Source: an optimization exercise on an open RTL-to-GDS flow (aim: small area). Production flows keep margins and buffers that such runs may drop.
Function was checked by simulation only, so behaviour that the tests miss may differ from the original.
Power is estimated from default activity; no workload was simulated. No driver is modelled on the clock port, so clocking that relies on it looks cheaper here than on a real chip.

File: design.v
`default_nettype none
module fhp (
    input  wire        clk,
    input  wire        rst_n,          
    input  wire        fb_we,
    input  wire [6:0]  fb_addr,
    input  wire [7:0]  fb_wdata,
    input  wire        flen_we,
    input  wire [7:0]  flen_wdata,
    input  wire        cmd_valid,
    input  wire        cmd_mode,       
    input  wire [7:0]  cmd_label,
    input  wire [7:0]  rd_addr,
    output wire [31:0] rd_data,
    output wire        done,
    output reg         report_valid
);
    localparam integer NFB = 78;       
    reg [8*NFB-1:0] fb;                
    reg [7:0]       flen;
    genvar g;
    generate
        for (g = 0; g < NFB; g = g + 1) begin : g_fb
            always @(posedge clk)
                if (fb_we && fb_addr == g)
                    fb[8*g +: 8] <= fb_wdata;
        end
    endgenerate
    always @(posedge clk)
        if (flen_we)
            flen <= flen_wdata;
    wire [15:0] etype = {fb[12*8 +: 8], fb[13*8 +: 8]};
    wire [3:0]  ihl = fb[14*8 +: 4];
    wire        is4 = (etype == 16'h0800);
    wire        is6 = (etype == 16'h86DD);
    wire        isa = (etype == 16'h0806);
    wire [3:0]  hl  = is4 ? ihl : is6 ? 4'd10 : 4'd7;
    wire [7:0]  w   = {1'b0, flen[7:1]} - {3'b000, hl, 1'b0};
    wire        rej = (flen < 8'd14);
    wire        l3_ok  = !w[7] && (w[6:0] >= 7'd7) && (!is4 || ihl >= 4'd5);
    wire        udp_ok = !w[7] && (w[6:0] >= 7'd11);
    wire        tcp_ok = !w[7] && (w[6:0] >= 7'd17);
    wire [2:0]  l3_d = !(is4 || is6 || isa) ? 3'd4 :
                       !l3_ok ? 3'd5 :
                       is4 ? 3'd1 : is6 ? 3'd2 : 3'd3;
    wire [7:0]  key  = is4 ? fb[23*8 +: 8] : fb[20*8 +: 8];
    wire [2:0]  l4_d = (key == 8'd6)  ? (tcp_ok ? 3'd1 : 3'd4) :
                       (key == 8'd17) ? (udp_ok ? 3'd2 : 3'd4) : 3'd3;
    wire [6:0] src14;
    assign src14[0] = !(is6 || (is4 && ihl >= 4'd10));
    assign src14[1] = is6 || (is4 && ihl == 4'd10);
    assign src14[2] = is4 && ihl == 4'd11;
    assign src14[3] = is4 && ihl == 4'd12;
    assign src14[4] = is4 && ihl == 4'd13;
    assign src14[5] = is4 && ihl == 4'd14;
    assign src14[6] = is4 && ihl == 4'd15;
    reg [31:0] d14;                    
    integer k;
    always @(*) begin
        d14 = {32{src14[0]}} & {fb[14*8 +: 8], fb[15*8 +: 8], 16'd0};
        for (k = 10; k < 16; k = k + 1)
            d14 = d14 | ({32{src14[k-9]}} &
                         {fb[(14+4*k)*8 +: 8], fb[(15+4*k)*8 +: 8],
                          fb[(16+4*k)*8 +: 8], fb[(17+4*k)*8 +: 8]});
    end
    reg       busy;                    
    reg       rejected;                
    reg [2:0] l3_status;
    reg [2:0] l4_status;
    reg       mode;
    reg [7:0] label;
    wire cmd_accept = cmd_valid && !busy;
    assign done = !busy && (rejected || l3_status != 3'd0);
    always @(posedge clk or negedge rst_n) begin
        if (!rst_n) begin
            busy         <= 1'b0;
            mode         <= 1'b0;
            rejected     <= 1'b0;
            l3_status    <= 3'd0;
            l4_status    <= 3'd0;
            report_valid <= 1'b0;
        end else begin
            busy         <= cmd_accept;
            report_valid <= busy && mode;
            if (cmd_accept)
                mode <= cmd_mode;
            if (busy) begin
                rejected  <= rej;
                l3_status <= rej ? 3'd0 : l3_d;
                l4_status <= (!rej && (l3_d == 3'd1 || l3_d == 3'd2)) ? l4_d : 3'd0;
            end
        end
    end
    always @(posedge clk)
        if (cmd_accept)
            label <= cmd_label;
    wire [8*54-1:0] s;
    function [7:0] S(input integer b);
        S = s[8*b +: 8];
    endfunction
    generate
        for (g = 0; g < 54; g = g + 1) begin : g_snap
            if (g != 21) begin : g_slot
                wire [7:0] d;
                if (g >= 14 && g <= 17)
                    assign d = d14[8*(17-g) +: 8];
                else if (g == 18)
                    assign d = ({8{isa}} & fb[8*21 +: 8]) | ({8{is4}} & fb[8*16 +: 8]) |
                               ({8{!(isa || is4)}} & fb[8*18 +: 8]);
                else if (g == 19)
                    assign d = is4 ? fb[8*17 +: 8] : fb[8*19 +: 8];
                else if (g == 20)
                    assign d = {fb[8*20+4 +: 4], is4 ? fb[8*14 +: 4] : fb[8*20 +: 4]};
                else
                    assign d = fb[8*g +: 8];
                reg  [7:0] q;
                always @(posedge clk)
                    if (busy)
                        q <= d;
                assign s[8*g +: 8] = q;
            end else begin : g_none
                assign s[8*g +: 8] = 8'd0;
            end
        end
    endgenerate
    wire v4 = (l3_status == 3'd1);
    wire v6 = (l3_status == 3'd2);
    wire ar = (l3_status == 3'd3);
    wire k4 = l3_status[0];            
    wire [3:0] ihl_s = s[20*8 +: 4];
    wire [5:0] pp = {ihl_s >= 4'd10, ihl_s == 4'd9, ihl_s == 4'd8, ihl_s == 4'd7,
                     ihl_s == 4'd6, ihl_s == 4'd5};
    wire [1:0] sum_kind = {v6, v4 | ar};
    wire [4:0] ihl3 = {1'b0, ihl_s} + 5'd3;
    wire [6:0] off = v4 ? {ihl3, 2'b10} :
                     v6 ? 7'd54 :
                     (l3_status != 3'd0) ? 7'd14 : 7'd0;
    wire [255:0] a = 256'd1 << rd_addr;
    wire [7:0] misc = ({8{a[4]}}  & flen)
                     | ({8{a[8]}}  & {5'd0, done, 2'b00})
                     | ({8{a[12]}} & {1'b0, off})
                     | ({8{a[20]}} & {7'd0, mode})
                     | ({8{a[24]}} & label)
                     | ({8{a[28]}} & {6'd0, rejected, l3_status != 3'd0})
                     | ({8{a[32]}} & {5'd0, l3_status})
                     | ({8{a[36]}} & {5'd0, l4_status})
                     | ({8{a[40]}} & {6'd0, sum_kind})
                     | ({8{a[64]}} & {4'd0, ihl_s});
    wire q0_5 = a[52];
    wire q0_1 = a[53];
    wire q0_11 = a[56];
    wire q0_7 = a[57];
    wire q0_13 = a[60];
    wire q0_19 = a[68] | a[84] | a[104];
    wire q0_23 = a[72] | a[113] | (a[16] & k4);
    wire q0_29 = a[76] | a[94] | (a[46] & v6) | (a[44] & v4);
    wire q0_33 = a[80] | a[93] | a[121] | (a[45] & v6) | (a[48] & v4);
    wire q0_20 = a[88] | (a[16] & !k4);
    wire q0_37 = a[92] | a[120] | (a[44] & v6) | (a[132] & (k4 & pp[0]));
    wire q0_25 = a[95] | (a[47] & v6);
    wire q0_53 = a[96] | (a[48] & v6) | (a[132] & (k4 & pp[4]));
    wire q0_49 = a[97] | (a[49] & v6) | (a[132] & (k4 & pp[3]));
    wire q0_45 = a[98] | (a[50] & v6) | (a[132] & (k4 & pp[2]));
    wire q0_41 = a[99] | a[124] | (a[51] & v6) | (a[48] & ar) | (a[132] & (k4 & pp[1]));
    wire q0_15 = a[100] | (a[128] & (!k4 | pp[5]));
    wire q0_18 = a[108];
    wire q0_27 = a[112];
    wire q0_31 = a[116] | (a[44] & ar);
    wire q0_35 = (a[128] & (k4 & pp[0]));
    wire q0_39 = (a[128] & (k4 & pp[1]));
    wire q0_43 = (a[128] & (k4 & pp[2]));
    wire q0_47 = (a[128] & (k4 & pp[3]));
    wire q0_51 = (a[128] & (k4 & pp[4]));
    wire q0_17 = (a[132] & (!k4 | pp[5]));
    wire q1_4 = a[52];
    wire q1_0 = a[53];
    wire q1_10 = a[56];
    wire q1_6 = a[57];
    wire q1_12 = a[60];
    wire q1_18 = a[68] | a[84];
    wire q1_28 = a[76] | a[94] | (a[46] & v6) | (a[44] & v4);
    wire q1_32 = a[80] | a[93] | a[121] | (a[45] & v6) | (a[48] & v4);
    wire q1_36 = a[92] | a[120] | (a[44] & v6) | (a[132] & (k4 & pp[0]));
    wire q1_24 = a[95] | (a[47] & v6);
    wire q1_52 = a[96] | (a[48] & v6) | (a[132] & (k4 & pp[4]));
    wire q1_48 = a[97] | (a[49] & v6) | (a[132] & (k4 & pp[3]));
    wire q1_44 = a[98] | (a[50] & v6) | (a[132] & (k4 & pp[2]));
    wire q1_40 = a[99] | a[124] | (a[51] & v6) | (a[48] & ar) | (a[132] & (k4 & pp[1]));
    wire q1_14 = a[100] | (a[128] & (!k4 | pp[5]));
    wire q1_20 = a[108];
    wire q1_26 = a[112];
    wire q1_22 = a[113];
    wire q1_30 = a[116] | (a[44] & ar);
    wire q1_34 = (a[128] & (k4 & pp[0]));
    wire q1_38 = (a[128] & (k4 & pp[1]));
    wire q1_42 = (a[128] & (k4 & pp[2]));
    wire q1_46 = (a[128] & (k4 & pp[3]));
    wire q1_50 = (a[128] & (k4 & pp[4]));
    wire q1_16 = (a[132] & (!k4 | pp[5]));
    wire q2_3 = a[52];
    wire q2_9 = a[56];
    wire q2_27 = a[76] | a[94] | (a[46] & v6) | (a[44] & v4);
    wire q2_31 = a[80] | a[93] | (a[45] & v6) | (a[48] & v4);
    wire q2_35 = a[92] | a[120] | (a[44] & v6);
    wire q2_23 = a[95] | (a[47] & v6);
    wire q2_51 = a[96] | (a[48] & v6);
    wire q2_47 = a[97] | (a[49] & v6);
    wire q2_43 = a[98] | (a[50] & v6);
    wire q2_39 = a[99] | a[124] | (a[51] & v6) | (a[48] & ar);
    wire q2_25 = a[112];
    wire q2_29 = a[116] | (a[44] & ar);
    wire q3_2 = a[52];
    wire q3_8 = a[56];
    wire q3_26 = a[76] | a[94] | (a[46] & v6) | (a[44] & v4);
    wire q3_30 = a[80] | a[93] | (a[45] & v6) | (a[48] & v4);
    wire q3_34 = a[92] | a[120] | (a[44] & v6);
    wire q3_22 = a[95] | (a[47] & v6);
    wire q3_50 = a[96] | (a[48] & v6);
    wire q3_46 = a[97] | (a[49] & v6);
    wire q3_42 = a[98] | (a[50] & v6);
    wire q3_38 = a[99] | a[124] | (a[51] & v6) | (a[48] & ar);
    wire q3_24 = a[112];
    wire q3_28 = a[116] | (a[44] & ar);
    assign rd_data[7:0] =
        ({8{q0_5}} & S(5)) |
        ({8{q0_1}} & S(1)) |
        ({8{q0_11}} & S(11)) |
        ({8{q0_7}} & S(7)) |
        ({8{q0_13}} & S(13)) |
        ({8{q0_19}} & S(19)) |
        ({8{q0_23}} & S(23)) |
        ({8{q0_29}} & S(29)) |
        ({8{q0_33}} & S(33)) |
        ({8{q0_20}} & S(20)) |
        ({8{q0_37}} & S(37)) |
        ({8{q0_25}} & S(25)) |
        ({8{q0_53}} & S(53)) |
        ({8{q0_49}} & S(49)) |
        ({8{q0_45}} & S(45)) |
        ({8{q0_41}} & S(41)) |
        ({8{q0_15}} & S(15)) |
        ({8{q0_18}} & S(18)) |
        ({8{q0_27}} & S(27)) |
        ({8{q0_31}} & S(31)) |
        ({8{q0_35}} & S(35)) |
        ({8{q0_39}} & S(39)) |
        ({8{q0_43}} & S(43)) |
        ({8{q0_47}} & S(47)) |
        ({8{q0_51}} & S(51)) |
        ({8{q0_17}} & S(17)) |
        misc;
    assign rd_data[15:8] =
        ({8{q1_4}} & S(4)) |
        ({8{q1_0}} & S(0)) |
        ({8{q1_10}} & S(10)) |
        ({8{q1_6}} & S(6)) |
        ({8{q1_12}} & S(12)) |
        ({8{q1_18}} & S(18)) |
        ({8{q1_28}} & S(28)) |
        ({8{q1_32}} & S(32)) |
        ({8{q1_36}} & S(36)) |
        ({8{q1_24}} & S(24)) |
        ({8{q1_52}} & S(52)) |
        ({8{q1_48}} & S(48)) |
        ({8{q1_44}} & S(44)) |
        ({8{q1_40}} & S(40)) |
        ({8{q1_14}} & S(14)) |
        ({8{q1_20}} & S(20)) |
        ({8{q1_26}} & S(26)) |
        ({8{q1_22}} & S(22)) |
        ({8{q1_30}} & S(30)) |
        ({8{q1_34}} & S(34)) |
        ({8{q1_38}} & S(38)) |
        ({8{q1_42}} & S(42)) |
        ({8{q1_46}} & S(46)) |
        ({8{q1_50}} & S(50)) |
        ({8{q1_16}} & S(16));
    assign rd_data[23:16] =
        ({8{q2_3}} & S(3)) |
        ({8{q2_9}} & S(9)) |
        ({8{q2_27}} & S(27)) |
        ({8{q2_31}} & S(31)) |
        ({8{q2_35}} & S(35)) |
        ({8{q2_23}} & S(23)) |
        ({8{q2_51}} & S(51)) |
        ({8{q2_47}} & S(47)) |
        ({8{q2_43}} & S(43)) |
        ({8{q2_39}} & S(39)) |
        ({8{q2_25}} & S(25)) |
        ({8{q2_29}} & S(29));
    assign rd_data[31:24] =
        ({8{q3_2}} & S(2)) |
        ({8{q3_8}} & S(8)) |
        ({8{q3_26}} & S(26)) |
        ({8{q3_30}} & S(30)) |
        ({8{q3_34}} & S(34)) |
        ({8{q3_22}} & S(22)) |
        ({8{q3_50}} & S(50)) |
        ({8{q3_46}} & S(46)) |
        ({8{q3_42}} & S(42)) |
        ({8{q3_38}} & S(38)) |
        ({8{q3_24}} & S(24)) |
        ({8{q3_28}} & S(28));
endmodule
`default_nettype wire
File: flow/run.sh
#!/bin/bash
# Layout flow: the standard flow (standard.sh), with two changes.
#  1. Synthesis maps the combinational logic with an area-oriented ABC script
#     (flow/abc_area_rounds.script) in place of ORFS's speed script. Everything
#     else in synthesis is the standard script, so the registers are the same.
#  2. Port buffering uses the smallest buffer, sky130_fd_sc_hd__buf_1.
#  3. Clock tree synthesis adds no dummy loads.
set -euo pipefail
here=$(pwd)

# ORFS scripts folder with the ABC script swapped
mkdir -p "$here/scripts_abc"
for f in "$FLOW_HOME"/scripts/*; do
    ln -sf "$f" "$here/scripts_abc/"
done
rm -f "$here/scripts_abc/abc_speed.script"
cp "$here/flow/abc_area_rounds.script" "$here/scripts_abc/abc_speed.script"

bash standard.sh synth SCRIPTS_DIR="$here/scripts_abc" > "$here/synth.log" 2>&1

export BUFFER_PORTS_ARGS="-buffer_cell sky130_fd_sc_hd__buf_1"
export CTS_ARGS="-sink_clustering_enable -repair_clock_nets -sink_clustering_size 30 -sink_clustering_max_diameter 100 -buf_list sky130_fd_sc_hd__clkbuf_16 -dont_use_dummy_load"
bash standard.sh > "$here/layout.log" 2>&1
File: flow/abc_area_rounds.script
strash
dch
&get -n
&dch -f
&nf -R 1000
&put
strash
dch
&get -n
&dch -f
&nf -R 1000
&put
strash
dch
&get -n
&dch -f
&nf -R 1000
&put
strash
dch
&get -n
&dch -f
&nf -R 1000
&put
File: standard.sh
#!/bin/bash
# synth_recipe.tcl (not shown) runs the flow's synth.tcl, then flattens the netlist and writes it again
# the make line also repeats each setting of config.mk as NAME=value (left out here)
make -C /OpenROAD-flow-scripts/flow DESIGN_CONFIG=/design/flow/config.mk WORK_HOME=/design/flow/orfs CLKGATE_MAP_FILE= SYNTH_SCRIPT=/design/flow/synth_recipe.tcl "${@:-finish}"
File: config.mk
export PLATFORM = sky130hd
export DESIGN_NAME = fhp
export DESIGN_NICKNAME = fhp
export VERILOG_FILES = /design/flow/design.v
export SDC_FILE = /design/flow/constraint.sdc
export NUM_CORES = 4
export LEC_CHECK = 0
export CAP_MARGIN = 20
export CORE_MARGIN = 2
export CORE_UTILIZATION = 70
export CTS_BUF_LIST = sky130_fd_sc_hd__clkbuf_16
export CTS_CLUSTER_DIAMETER = 100
export CTS_CLUSTER_SIZE = 30
export SLEW_MARGIN = 20
File: constraint.sdc
create_clock -name core_clock -period 12.0 [get_ports {clk}]
set_input_delay 2.4000 -clock core_clock [delete_from_list [all_inputs] [get_ports {clk}]]
set_output_delay 2.4000 -clock core_clock [all_outputs]
set_load 0.01 [all_outputs]
==> results.toml, run 1 <==
[finish]
fin_area_mm2 = 0.0408
layout-drive-gt1-share_pct = 6.07
final_util_pct = 75.9
num-nets-final = 2199
diodes = 0
area.growth.synth_to_final_pct = 7.28
fillers = 2966

[placed_design]
dp_hpwl_mm = 65.1
io_buffers = 78
place_congestion = 0.951
place_area_mm2 = 0.0397
post-place-ws_ns = 4.06

[clock_network]
cts_tree = "done"
cts_setup_buffers = 0
cts_hold_buf = 0
htreeDepth = 2
clk-insertion-delay-late_ns = 0.62
clk_pin_slew_ns = 0.11
cts_resized = 0
clock_sink_count = 1074
cts_buffers = 41
cts_root_buf = "clkbuf_16"
clockBufferDepth = 3

[min_path]
holdCritPathClass = "reg2reg"

[setup_path]
cpMaxStageDelayCell = "a2111oi_0"
crit_chain = "buf_1 -> or2_0 -> or2_0 -> nor2_2 -> buf_4 -> a22o_1 -> a221o_1 -> a221o_1 -> a2111oi_0 -> nand3_1 -> buf_1"
crit_type = "in2out"
crit_required_ns = 9.60
max_stage_delay_ns = 0.84
cp_top_family = "compound AO/OA/AOI/OAI gates"
cp_num_buf_inv = 3
rrSetupSlack_ns = 7.72
crit_fanout = 32
start_kind = "input pin"
worstPathArrival_ns = 5.58
worstSetupEndpointType = "primary output"

[global_route]
antenna_found_initial = 3
grt_max_degree = 166
grtUsageTotal_pct = 36.2
grt_pass1_vias = 20000
grt_pass1_wl_mm = 142
grt_overflow = 0

[route]
vias = 21200
via_per_inst = 7.47
drt_iter0_drc = 4456
wl_per_cell_um = 35.2
dr.pass1.iters = 9
drc = 0
routed_wl_mm = 99.9
ant_nets = 0

[die]
dieArea_mm2 = 0.0562
die_h_um = 237
io_pins = 79
start_util_pct = 70.8
core_area_mm2 = 0.0537
fp-row-count = 85
die_x_um = 237

[sta]
hold_violations = 0
slew_headroom_pct = 19.1
rsz0062_at_grt = "no"
fmax_mhz = 125
timing.final.crit_period_ns = 7.98
tightestPinTransition_ns = 1.21
finClkSkew_ns = 0.0367
period_share_pct = 66.5
tns_ns = 0
worst_slack_ns = 4.02
setup_viol_count_final = 0
slew_violations = 0

[yosys]
synthCells = 1968
seq_area_frac_synth_pct = 84.7
synthFlopType = "edfxtp_1"
synth-edff-count = 1064
syn_nets = 2022
netlist_area_mm2 = 0.0380
async_flop_share_pct = 0.931
avgSynthCellArea_um2 = 19.3
yosys_warnings = 1
yosys.cell_types.count = 51
synth_seq_cells = 1074

[pwr]
ir_drop_uv = 179
total_power_w = 0.00603
leakage_nw = 12.7
p_per_area_mw_per_mm2 = 148

[job]
cap_violations = 0

[outcome]
run_status = "no timing/DRC/antenna violations"
## routing by layer
metal	track usage (%)	wire, um
met1	52.1	35300
met2	55.2	45600
met3	10.5	15100
met4	11.4	3840
met5	0	57
## through the flow
| stage | hold WS [ns] | std cells |
|---|---|---|
| 6_report | 0.396 | 2839 |
| 5_1_grt | 0.419 | 2839 |
| 4_1_cts | 0.405 | 2838 |
| 3_5_place_dp | 0.405 | 2797 |
| 3_3_place_gp | 0.400 | 2794 |
| 2_1_floorplan | 0.400 | 1968 |
## sequential cells by signal, summed over array words and instances, names as in the netlist
register	count
mode	1
g_snap.g_slot.q	424
flen	8
fb	624
label	8
l4_status	3
l3_status	3
rejected	1
busy	1
report_valid	1
## cells by family after synthesis
kind of cell               share of synthesized area [%]
buffers and inverters                              0.158
muxes                                              0.293
xor gates and xnor gates                          0.0922
AOI/OAI and AO/OA                                   8.78
adders and majority gates                          0.316
DFF                                                 84.7
and+or+nand+nor                                     5.63
## report_power, final
part	switching (W)	internal, W
clock	0.00101	0.000620
combinational	0.000124	0.0000276
sequential	0.0000546	0.00419
## placed cells by master, fill, tap and decap left out, types with 26 or more instances in the layout
cell type / instances
edfxtp_1: 1064
a222oi_1: 148
nand2_1: 145
nor2_1: 116
a22oi_1: 93
buf_1: 70
nand3_1: 69
a221oi_1: 55
buf_4: 52
clkbuf_16: 41
nand4_1: 26
a21oi_1: 26
## Yosys cell counts (2+ instances only)
library cell | n | area (um^2)
a21o_1 | 4 | 30.0
or3_1 | 2 | 12.5
clkinv_1 | 16 | 60.1
and2_0 | 2 | 12.5
nor3b_1 | 6 | 45.0
mux2_1 | 9 | 101
a221o_1 | 6 | 60.1
a32o_1 | 2 | 20.0
or2_0 | 8 | 50.1
xor2_1 | 4 | 35.0
nand3b_1 | 6 | 45.0
nand3_1 | 69 | 345
nor4b_1 | 2 | 17.5
and3b_1 | 4 | 35.0
a21oi_1 | 26 | 130
o21ai_0 | 14 | 70.1
a22oi_1 | 93 | 698
nor2_1 | 130 | 488
nand2_1 | 145 | 544
o211ai_1 | 3 | 22.5
nand4b_1 | 3 | 26.3
a21boi_0 | 2 | 15.0
and3_1 | 10 | 62.6
nor2b_1 | 8 | 50.1
dfrtp_1 | 10 | 250
nand2b_1 | 9 | 56.3
o21bai_1 | 4 | 30.0
or3b_1 | 2 | 17.5
a222oi_1 | 148 | 1480
a221oi_1 | 55 | 482
a22o_1 | 18 | 158
edfxtp_1 | 1064 | 32000
nand4_1 | 26 | 163
ha_1 | 8 | 100
o22ai_1 | 13 | 81.3
nor3_1 | 16 | 80.1
nor4_1 | 7 | 43.8
## area by class of cell
| class | count | area, um^2 | share of cell area [%] |
|---|---|---|---|
| tap | 696 | 871 | 2.14 |
| inverter | 16 | 60.1 | 0.147 |
| multi-input combinational | 878 | 5840 | 14.3 |
| timing repair buffer | 134 | 767 | 1.88 |
| sequential | 1074 | 32200 | 79.0 |
| clock buffer | 41 | 1030 | 2.52 |
## path summary, 6_finish.rpt
path | cells after the start | to | start
max in group asynchronous | 1 | busy | rst_n
hold reg to reg | 0 | g_snap[43].g_slot.q[6] | fb[350]
hold / removal | 0 | g_snap[43].g_slot.q[6] | fb[350]
min in group asynchronous | 1 | l3_status[0] | rst_n
setup / recovery | 11 | rd_data[3] | rd_addr[0]
setup reg to reg | 17 | l3_status[1] | fb[98]
==> inputs of run 2 (changes only) <==
--- a/config.mk
+++ b/config.mk
@@ -7,7 +7,7 @@
 export LEC_CHECK = 0
 export CAP_MARGIN = 20
 export CORE_MARGIN = 2
-export CORE_UTILIZATION = 70
+export CORE_UTILIZATION = 75
 export CTS_BUF_LIST = sky130_fd_sc_hd__clkbuf_16
 export CTS_CLUSTER_DIAMETER = 100
 export CTS_CLUSTER_SIZE = 30
==> results.toml, run 2 <==
[pwr]
leakage_nw = 12.7
p_per_area_mw_per_mm2 = 149
ir_drop_uv = 191
total_power_w = 0.00605

[global_route]
antenna_found_initial = 2
grt_max_degree = 85
grt_pass1_vias = 21300
grt_pass1_wl_mm = 152
grtUsageTotal_pct = 41.3
grt_overflow = 0

[clock_network]
cts_hold_buf = 0
clockBufferDepth = 3
cts_root_buf = "clkbuf_16"
clock_sink_count = 1074
clk_pin_slew_ns = 0.11
htreeDepth = 2
cts_setup_buffers = 0
cts_tree = "done"
cts_resized = 0
cts_buffers = 41
clk-insertion-delay-late_ns = 0.62

[route]
via_per_inst = 7.88
ant_nets = 0
dr.pass1.iters = 10
routed_wl_mm = 106
vias = 22200
drc = 0
drt_iter0_drc = 5404
wl_per_cell_um = 37.7

[setup_path]
cp_num_buf_inv = 3
cpMaxStageDelayCell = "nor2_2"
crit_required_ns = 9.60
cp_top_family = "simple AND/OR/NAND/NOR gates"
crit_fanout = 19
crit_chain = "buf_1 -> nor3b_1 -> a21o_1 -> nand3_1 -> nor2_2 -> buf_4 -> a222oi_1 -> and3_1 -> nand2_1 -> buf_1"
max_stage_delay_ns = 0.80
start_kind = "input pin"
crit_type = "in2out"
worstSetupEndpointType = "primary output"
cp_common_cell = "buf_1"
worstPathArrival_ns = 5.77

[sta]
slew_headroom_pct = 22.8
finClkSkew_ns = 0.0207
tightestPinTransition_ns = 1.16
setup_viol_count_final = 0
tns_ns = 0
hold_violations = 0
rsz0062_at_grt = "no"
worst_slack_ns = 3.83
slew_violations = 0
period_share_pct = 68.1
fmax_mhz = 122
timing.final.crit_period_ns = 8.17

[yosys]
synth_area_leaders = "edfxtp_1 84%, a222oi_1 3.9%, a22oi_1 1.8%"
yosysTopAreaCell = "edfxtp_1"
synth_simple_gate_area_share_pct = 5.63
synthCells = 1968
yosys_warnings = 1
async_flop_share_pct = 0.931
synth_most_common_cell = "edfxtp_1"
syn_nets = 2022
netlist_area_mm2 = 0.0380
synth-edff-count = 1064
synth_compound_area_share_pct = 8.78
synth_xor_area_share_pct = 0.0922
synth_fa_ha_area_share_pct = 0.316
seq_area_frac_synth_pct = 84.7
avgSynthCellArea_um2 = 19.3
synth_top_family_by_area = "compound AO/OA/AOI/OAI gates"
synthFlopType = "edfxtp_1"
synth_top_area_share_pct = 84.1
netlist_top_cells_count = "1064 x edfxtp_1, 148 x a222oi_1, 145 x nand2_1"
yosys.cell_types.count = 51
synth_seq_cells = 1074
synthMuxAreaShare_pct = 0.293

[placed_design]
io_buffers = 78
dp_hpwl_mm = 67.5
place_congestion = 0.996
post-place-ws_ns = 3.95

[finish]
reg.largest.list = "fb x624, g_snap.g_slot.q x424"
layout_common_cells = "1064 x edfxtp_1, 148 x a222oi_1, 145 x nand2_1, 117 x nor2_1, 93 x a22oi_1"
num-nets-final = 2200
final_common_cell = "edfxtp_1"
area.growth.synth_to_final_pct = 7.16
fillers = 2383
layout-drive-gt1-share_pct = 6.11
regMostFlops = "fb"
largest_reg_flops = 624

[die]
core_area_mm2 = 0.0501
die_h_um = 229
start_util_pct = 75.9
dieArea_mm2 = 0.0525
fp-row-count = 82
io_pins = 79
die_x_um = 229

[min_path]
holdCritPathClass = "reg2reg"

[outcome]
run_status = "no timing/DRC/antenna violations"

[job]
cap_violations = 0
==> run 2: path summary, 6_finish.rpt <==
kind	from	end	slack [ns]	cells past startpoint
min reg2reg	fb[418]	g_snap[52].g_slot.q[2]	0.42	0
min	fb[418]	g_snap[52].g_slot.q[2]	0.42	0
max reg2reg	fb[98]	l4_status[2]	7.77	17
min in group asynchronous	rst_n	busy	1.76	1
max in group asynchronous	rst_n	busy	9.77	1
max	rd_addr[6]	rd_data[22]	3.83	10
==> run 2: metrics by stage <==
step | instances | instance area, um^2 | util [%] | hold slack [ns]
2_1_floorplan | 1968 | 38000 | - | 0.400
3_3_place_gp | 2771 | 39600 | 79.1 | 0.400
3_5_place_dp | 2772 | 39600 | 79.2 | 0.405
4_1_cts | 2813 | 40700 | 81.2 | 0.422
5_1_grt | 2816 | 40700 | 81.3 | 0.428
6_report | 2817 | 40700 | 81.3 | 0.421
==> run 2: final cells by class <==
| class | count | area (um^2) | share of cell area [%] |
|---|---|---|---|
| Sequential cell | 1074 | 32200 | 79.1 |
| Inverter | 16 | 60.1 | 0.147 |
| Tap cell | 672 | 841 | 2.06 |
| Timing Repair Buffer | 135 | 751 | 1.84 |
| Clock buffer | 41 | 1030 | 2.52 |
| Multi-Input combinational cell | 878 | 5840 | 14.3 |
| Antenna cell | 1 | 2.50 | 0.00614 |
==> run 2: power breakdown <==
| group | total (W) | internal [W] | switching [W] |
|---|---|---|---|
| Clock | 0.00165 | 0.000620 | 0.00103 |
| Sequential | 0.00425 | 0.00419 | 0.0000597 |
| Combinational | 0.000156 | 0.0000263 | 0.000130 |
| Total | 0.00605 | 0.00484 | 0.00121 |
==> run 2: cells by family after synthesis <==
logic type	count (synthesis)
compound gates	395
xor+xnor	4
fa+ha+maj	9
simple gates	460
flops	1074
buf+inv	16
mux	10
==> run 2: routing by layer <==
layer / vias to the layer above / GRT usage (%) / part of all wire [%]
met2: 2393 / 62.4 / 45
met1: 10800 / 58.3 / 32
met3: 379 / 12.1 / 17
met5: - / 0 / 0
li1: 8673 / - / -
met4: 0 / 16.6 / 5.2
==> run 2: worst reg2reg max path, cell delays in order, from the launching register on <==
cell and delay (ns):
edfxtp_1 0.44, nor4b_1 0.50, nand4_1 0.24, nor2b_1 0.22, buf_4 0.31, o21ai_0 0.18, ha_1 0.24, fa_1 0.44
nor2b_1 0.12, o21ai_0 0.08, nand2b_1 0.12, xor2_1 0.15, o211ai_1 0.14, or3_1 0.40, and3b_1 0.20, a21oi_1 0.15
nand2_1 0.08, o22ai_1 0.13
==> inputs of run 3 (changes only) <==
--- a/design.v
+++ b/design.v
@@ -40,12 +40,14 @@
     wire        l3_ok  = !w[7] && (w[6:0] >= 7'd7) && (!is4 || ihl >= 4'd5);
     wire        udp_ok = !w[7] && (w[6:0] >= 7'd11);
     wire        tcp_ok = !w[7] && (w[6:0] >= 7'd17);
-    wire [2:0]  l3_d = !(is4 || is6 || isa) ? 3'd4 :
-                       !l3_ok ? 3'd5 :
-                       is4 ? 3'd1 : is6 ? 3'd2 : 3'd3;
     wire [7:0]  key  = is4 ? fb[23*8 +: 8] : fb[20*8 +: 8];
-    wire [2:0]  l4_d = (key == 8'd6)  ? (tcp_ok ? 3'd1 : 3'd4) :
-                       (key == 8'd17) ? (udp_ok ? 3'd2 : 3'd4) : 3'd3;
+    wire [1:0]  l4c  = (key == 8'd6)  ? (tcp_ok ? 2'd0 : 2'd3) :
+                       (key == 8'd17) ? (udp_ok ? 2'd1 : 2'd3) : 2'd2;
+    wire [3:0]  res_d = rej ? 4'b0001 :
+                        !(is4 || is6 || isa) ? 4'b0010 :
+                        !l3_ok ? 4'b0011 :
+                        isa ? 4'b1100 :
+                        {is6, is4, l4c};
     wire [6:0] src14;
     assign src14[0] = !(is6 || (is4 && ihl >= 4'd10));
     assign src14[1] = is6 || (is4 && ihl == 4'd10);
@@ -64,20 +66,16 @@
                           fb[(16+4*k)*8 +: 8], fb[(17+4*k)*8 +: 8]});
     end
     reg       busy;                    
-    reg       rejected;                
-    reg [2:0] l3_status;
-    reg [2:0] l4_status;
+    reg [3:0] res;                     
     reg       mode;
     reg [7:0] label;
     wire cmd_accept = cmd_valid && !busy;
-    assign done = !busy && (rejected || l3_status != 3'd0);
+    assign done = !busy && (res != 4'd0);
     always @(posedge clk or negedge rst_n) begin
         if (!rst_n) begin
             busy         <= 1'b0;
             mode         <= 1'b0;
-            rejected     <= 1'b0;
-            l3_status    <= 3'd0;
-            l4_status    <= 3'd0;
+            res          <= 4'd0;
             report_valid <= 1'b0;
         end else begin
             busy         <= cmd_accept;
@@ -85,9 +83,7 @@
             if (cmd_accept)
                 mode <= cmd_mode;
             if (busy) begin
-                rejected  <= rej;
-                l3_status <= rej ? 3'd0 : l3_d;
-                l4_status <= (!rej && (l3_d == 3'd1 || l3_d == 3'd2)) ? l4_d : 3'd0;
+                res <= res_d;
             end
         end
     end
@@ -123,10 +119,14 @@
             end
         end
     endgenerate
-    wire v4 = (l3_status == 3'd1);
-    wire v6 = (l3_status == 3'd2);
-    wire ar = (l3_status == 3'd3);
-    wire k4 = l3_status[0];            
+    wire v4 = (res[3:2] == 2'b01);
+    wire v6 = (res[3:2] == 2'b10);
+    wire ar = (res[3:2] == 2'b11);
+    wire k4 = res[2];                  
+    wire l3_any = res[3] || res[2] || res[1];
+    wire [1:0] l2_status = {res == 4'b0001, l3_any};
+    wire [2:0] l3_status = v4 ? 3'd1 : v6 ? 3'd2 : ar ? 3'd3 : {res[1], 1'b0, res[0] & res[1]};
+    wire [2:0] l4_status = (v4 || v6) ? {1'b0, res[1:0]} + 3'd1 : 3'd0;
     wire [3:0] ihl_s = s[20*8 +: 4];
     wire [5:0] pp = {ihl_s >= 4'd10, ihl_s == 4'd9, ihl_s == 4'd8, ihl_s == 4'd7,
                      ihl_s == 4'd6, ihl_s == 4'd5};
@@ -134,14 +134,14 @@
     wire [4:0] ihl3 = {1'b0, ihl_s} + 5'd3;
     wire [6:0] off = v4 ? {ihl3, 2'b10} :
                      v6 ? 7'd54 :
-                     (l3_status != 3'd0) ? 7'd14 : 7'd0;
+                     l3_any ? 7'd14 : 7'd0;
     wire [255:0] a = 256'd1 << rd_addr;
     wire [7:0] misc = ({8{a[4]}}  & flen)
                      | ({8{a[8]}}  & {5'd0, done, 2'b00})
                      | ({8{a[12]}} & {1'b0, off})
                      | ({8{a[20]}} & {7'd0, mode})
                      | ({8{a[24]}} & label)
-                     | ({8{a[28]}} & {6'd0, rejected, l3_status != 3'd0})
+                     | ({8{a[28]}} & {6'd0, l2_status})
                      | ({8{a[32]}} & {5'd0, l3_status})
                      | ({8{a[36]}} & {5'd0, l4_status})
                      | ({8{a[40]}} & {6'd0, sum_kind})
==> results.toml, run 3 <==
[pwr]
ir_drop_uv = 149
p_per_area_mw_per_mm2 = 149
leakage_nw = 12.6
total_power_w = 0.00608

[route]
vias = 23300
dr.pass1.iters = 9
drc = 0
wl_per_cell_um = 40.8
ant_nets = 0
drt_iter0_drc = 6209
routed_wl_mm = 116
via_per_inst = 8.24

[yosys]
avgSynthCellArea_um2 = 19.2
seq_area_frac_synth_pct = 84.5
synth_top_area_share_pct = 84.0
yosys.cell_types.count = 55
synth_most_common_cell = "edfxtp_1"
syn_nets = 2046
async_flop_share_pct = 0.654
synth_simple_gate_area_share_pct = 6.13
netlist_area_mm2 = 0.0380
yosys_warnings = 1
synth_xor_area_share_pct = 0.115
synth_area_leaders = "edfxtp_1 84%, a222oi_1 4.3%, a22oi_1 1.8%"
netlist_top_cells_count = "1064 x edfxtp_1, 163 x a222oi_1, 151 x nand2_1, 151 x nor2_1, 92 x a22oi_1"
synth_fa_ha_area_share_pct = 0.546
yosysTopAreaCell = "edfxtp_1"
synthFlopType = "edfxtp_1"
synth-edff-count = 1064
synthMuxAreaShare_pct = 0.0823
synth_compound_area_share_pct = 8.52
synth_seq_cells = 1071
synth_top_family_by_area = "compound AO/OA/AOI/OAI gates"
synthCells = 1985

[finish]
largest_reg_flops = 624
area.growth.synth_to_final_pct = 7.15
regArea_mm2 = 0.0321
reg.largest.list = "fb x624, g_snap.g_slot.q x424"
layout_common_cells = "1064 x edfxtp_1, 163 x a222oi_1, 151 x nand2_1, 130 x nor2_1, 92 x a22oi_1"
fillers = 2357
num-nets-final = 2219
regMostFlops = "fb"
multi_input_area_mm2 = 0.00599
final_common_cell = "edfxtp_1"
layout-drive-gt1-share_pct = 6.49

[clock_network]
clk_pin_slew_ns = 0.11
clock_sink_count = 1071
cts_resized = 0
cts_tree = "done"
htreeDepth = 2
clockBufferDepth = 3
cts_setup_buffers = 0
clk-insertion-delay-late_ns = 0.62
cts_buffers = 41
cts_hold_buf = 0
cts_root_buf = "clkbuf_16"

[setup_path]
reg2reg_to = "res[0]"
critical_path_cell_count = 12
crit_required_ns = 9.60
cp_top_family = "compound AO/OA/AOI/OAI gates"
cpMaxStageDelayCell = "o2111ai_1"
r2r_start = "fb[102]"
crit_type = "in2out"
worstSetupEndpointType = "primary output"
max_stage_delay_ns = 0.72
cp_num_buf_inv = 4
worstPathArrival_ns = 5.68
crit_fanout = 17
start_kind = "input pin"
crit_chain = "buf_1 -> nor2b_1 -> o2111ai_1 -> nor3_2 -> buf_4 -> o21bai_1 -> buf_4 -> a222oi_1 -> nand3_1 -> a211oi_1 -> nand4_1 -> buf_1"
reg2regPathDepth = 17
rrSetupSlack_ns = 6.61

[die]
start_util_pct = 75.9
die_h_um = 229
fp-row-count = 82
io_pins = 79
dieArea_mm2 = 0.0525
core_area_mm2 = 0.0501
die_x_um = 229

[sta]
rsz0062_at_grt = "no"
slew_headroom_pct = -2.39
setup_viol_count_final = 0
tns_ns = 0
period_share_pct = 67.3
hold_violations = 0
fmax_mhz = 124
slew_violations = 4
finClkSkew_ns = 0.0400
tightestPinTransition_ns = 1.51
timing.final.crit_period_ns = 8.08

[placed_design]
dp_hpwl_mm = 71.0
io_buffers = 78
place_congestion = 1.01

[outcome]
run_status = "finished with violations"
so_faults = "max-capacitance violations, max-slew violations"

[global_route]
grt_overflow = 0
grt_pass1_wl_mm = 163
grt_max_degree = 89
antenna_found_initial = 6
grtUsageTotal_pct = 44.7
grt_pass1_vias = 22000

[job]
cap_violations = 1

[min_path]
worstHoldEndpoint = "g_snap[1].g_slot.q[5]"
min_from = "fb[13]"
hold_path_depth = 0
holdCritPathClass = "reg2reg"
==> run 3: cell count changes after synthesis, moves of 6 or more <==
cell	before	now
a211oi_1	0	9
a21oi_1	26	15
a221oi_1	55	32
a222oi_1	148	163
a22o_1	18	12
and3_1	10	18
clkinv_1	16	10
ha_1	8	15
mux2_1	9	1
nand2_1	145	151
nand3_1	69	77
nor2_1	130	151
==> run 3: layer usage <==
| layer | global-route usage [%] | wire, um | part of all wire [%] |
|---|---|---|---|
| met2 | 67.0 | 51400 | 45 |
| met4 | 16.1 | 6010 | 5.2 |
| met5 | 0 | 34 | 0.029 |
| met1 | 63.0 | 36400 | 31 |
| met3 | 14.9 | 21700 | 19 |
==> run 3: stage by stage <==
step                area (um^2)  util, %  hold slack, ns  setup WS (ns)  std cells
finish                    40700     81.4           0.414           3.92       2831
CTS                       40700     81.3           0.416           4.03       2826
global placement          39700     79.2           0.400           4.03       2785
floorplan                 38000        -           0.400           3.06       1985
global route              40700     81.4           0.422           3.78       2828
detailed placement        39700     79.2           0.405           4.01       2785
==> run 3: where the power goes <==
| group | internal (W) | leakage, nW | total, W | switching, W |
|---|---|---|---|---|
| clock | 0.000621 | 0.505 | 0.00166 | 0.00104 |
| combinational | 0.0000310 | 2.19 | 0.000177 | 0.000146 |
| sequential | 0.00418 | 9.89 | 0.00424 | 0.0000617 |
==> run 3: logic make-up after synthesis <==
family	Yosys count
buffers and inverters	10
XOR/XNOR	5
flip-flops	1071
multiplexers	3
AO/OA/AOI/OAI	377
adder cells (fa/ha/maj)	16
AND/OR/NAND/NOR	503
==> run 3: worst max-delay path by stage <==
stage                     startpoint          to
after global routing      rd_addr[4]  rd_data[6]
after global placement    rd_addr[4]  rd_data[0]
after floorplan                 busy  rd_data[2]
after CTS                 rd_addr[4]  rd_data[3]
after detailed placement  rd_addr[4]  rd_data[0]
final                     rd_addr[6]  rd_data[7]
==> run 3: final cells by class <==
class | instances | share of cell area, %
Timing Repair Buffer | 130 | 1.74
Antenna cell | 3 | 0.0184
Sequential cell | 1071 | 78.9
Multi-Input combinational cell | 904 | 14.7
Tap cell | 672 | 2.06
Clock buffer | 41 | 2.52
Inverter | 10 | 0.0921
==> inputs of run 4 (changes only) <==
--- a/config.mk
+++ b/config.mk
@@ -7,7 +7,7 @@
 export LEC_CHECK = 0
 export CAP_MARGIN = 20
 export CORE_MARGIN = 2
-export CORE_UTILIZATION = 75
+export CORE_UTILIZATION = 70
 export CTS_BUF_LIST = sky130_fd_sc_hd__clkbuf_16
 export CTS_CLUSTER_DIAMETER = 100
 export CTS_CLUSTER_SIZE = 30
==> results.toml, run 4 <==
[sta]
tightestPinTransition_ns = 1.24
worst_slack_ns = 3.57
slew_headroom_pct = 17.0
timing.final.crit_period_ns = 8.43
finClkSkew_ns = 0.0286
setup_viol_count_final = 0
period_share_pct = 70.2
rsz0062_at_grt = "no"
hold_violations = 0
tns_ns = 0
slew_violations = 0
fmax_mhz = 119

[route]
drc = 0
wl_per_cell_um = 36.9
routed_wl_mm = 106
vias = 21800
via_per_inst = 7.61
dr.pass1.iters = 10
ant_nets = 0
drt_iter0_drc = 4842

[placed_design]
post-place-ws_ns = 3.87
dp_hpwl_mm = 68.0
io_buffers = 78
place_area_mm2 = 0.0398
place_congestion = 1.03

[die]
die_h_um = 237
start_util_pct = 70.8
fp-row-count = 85
dieArea_mm2 = 0.0562
core_area_mm2 = 0.0537
io_pins = 79
die_x_um = 237

[yosys]
yosys.cell_types.count = 55
synth_top_area_share_pct = 84.0
yosysTopAreaCell = "edfxtp_1"
synth_seq_cells = 1071
seq_area_frac_synth_pct = 84.5
async_flop_share_pct = 0.654
synthFlopType = "edfxtp_1"
synth_most_common_cell = "edfxtp_1"
synthCells = 1985
syn_nets = 2046
avgSynthCellArea_um2 = 19.2
synth_area_leaders = "edfxtp_1 84%, a222oi_1 4.3%, a22oi_1 1.8%"
synth-edff-count = 1064
netlist_area_mm2 = 0.0380
netlist_top_cells_count = "1064 x edfxtp_1, 163 x a222oi_1, 151 x nand2_1, 151 x nor2_1, 92 x a22oi_1"
yosys_warnings = 1

[pwr]
ir_drop_uv = 151
leakage_nw = 12.7
total_power_w = 0.00603
p_per_area_mw_per_mm2 = 147

[setup_path]
reg2regPathDepth = 16
crit_required_ns = 9.60
worstSetupEndpointType = "primary output"
crit_type = "in2out"
crit_fanout = 17
start_kind = "input pin"
worstPathArrival_ns = 6.03

[clock_network]
clk_pin_slew_ns = 0.12
clockBufferDepth = 3
cts_buffers = 41
cts_root_buf = "clkbuf_16"
cts_resized = 0
clock_sink_count = 1071
htreeDepth = 2
clk-insertion-delay-late_ns = 0.62
cts_setup_buffers = 0
cts_hold_buf = 0
cts_tree = "done"

[global_route]
grtUsageTotal_pct = 38.2
grt_max_degree = 156
grt_pass1_wl_mm = 148
grt_overflow = 0
antenna_found_initial = 4
grt_pass1_vias = 20400

[finish]
num-nets-final = 2233
area.growth.synth_to_final_pct = 7.55
largest_reg_flops = 624
layout_common_cells = "1064 x edfxtp_1, 163 x a222oi_1, 151 x nand2_1, 129 x nor2_1, 92 x a22oi_1"
regMostFlops = "fb"
reg.largest.list = "fb x624, g_snap.g_slot.q x424"
layout-drive-gt1-share_pct = 6.87
final_common_cell = "edfxtp_1"
fin_area_mm2 = 0.0409

[min_path]
hold_path_depth = 0
holdCritPathClass = "reg2reg"

[outcome]
run_status = "no timing/DRC/antenna violations"

[job]
cap_violations = 0
[run 4: changes by cell type in the layout (fill, tap and decap cells not counted), sizes merged]
cell,change
diode,-2
buf,+16
clkbuf,-2
[run 4: final timing paths]
kind                            slack, ns       start                    end
worst max-delay path                 3.57  rd_addr[6]             rd_data[1]
worst min-delay path                 0.41      fb[72]  g_snap[9].g_slot.q[0]
worst max register to register       7.55      fb[98]                 res[0]
worst min register to register       0.41      fb[72]  g_snap[9].g_slot.q[0]
max in group asynchronous            9.93       rst_n                   busy
min in group asynchronous            1.71       rst_n                 res[3]
[run 4: area by class of cell]
type	instances	area, um^2
inverter	10	37.5
clock buffer	41	1030
sequential	1071	32100
antenna	1	2.50
timing repair buffer	144	830
tap	696	871
multi-input combinational	904	5990
fill	2924	12800
[run 4: cells by family after synthesis]
family                   Yosys count  share of synthesized area [%]
buffers and inverters             10                         0.0987
flip-flops                      1071                           84.5
AO/OA/AOI/OAI                    377                           8.52
XOR/XNOR                           5                          0.115
multiplexers                       3                         0.0823
AND/OR/NAND/NOR                  503                           6.13
adder cells (fa/ha/maj)           16                          0.546
[run 4: critical path, stage by stage]
cell       delay (ns)
buf_1            0.11
nor2b_1          0.17
o2111ai_1        0.82
nor3_4           0.01
buf_4            0.28
o21bai_1         0.46
a222oi_1         1.09
nand2_1          0.13
a211oi_1         0.25
nand3_1          0.13
buf_1            0.15
[run 4: routing by layer]
metal	routed length (um)	track usage, %	vias to the layer above
met1	37100	56.0	10700
met2	46700	56.4	2071
met4	3850	11.5	2
met5	16	0	-
li1	-	-	8744
met3	18200	12.3	259
[run 4: report_power, final]
group          internal [W]  switching [W]  total (W)
clock network      0.000620        0.00100    0.00162
logic             0.0000316       0.000138   0.000169
registers           0.00418      0.0000558    0.00423
total               0.00483        0.00120    0.00603
[run 4: through the flow]
step	utilization (%)	hold slack, ns	std cells
after floorplan	-	0.400	1985
after detailed placement	74.1	0.405	2823
final	76.1	0.413	2867
after global routing	76.1	0.420	2866
after global placement	74.1	0.400	2822
after CTS	76.0	0.409	2864

-- afterwards: timing with drivers on the ports --
No port has a modelled driver above. Below, the same layouts with a new extraction and two added sets of constraints.
Step 1 assumes that a clkbuf_16 drives the clock port and a buf_2 every other input.
Step 2 moves the port delays by t, midway between the first and last clock arrival at a register: inputs arrive t later, outputs are due t later. That takes back most of the time a late clock gives input paths.
Slacks: ideal / step 1 / step 2; pairs: ideal / step 1.
run | shift t [ns] | setup slack, ns | hold slack, ns | worst setup path after step 2 | worst slew at a driven data input, ns
run 1 | 0.660 | 4.023 / 3.994 / 3.994 | 0.396 / 0.396 / 0.396 | input to output | 0.04
run 2 | 0.678 | 3.827 / 3.805 / 3.805 | 0.421 / 0.421 / 0.421 | input to output | 0.05
run 3 | 0.674 | 3.924 / 3.897 / 3.897 | 0.414 / 0.414 / 0.414 | input to output | 0.05
run 4 | 0.660 | 3.573 / 3.551 / 3.551 | 0.413 / 0.413 / 0.413 | input to output | 0.05
For run 1, which loses most, drivers alone change the setup slack by -0.029 ns; drivers and shift together by -0.029 ns.
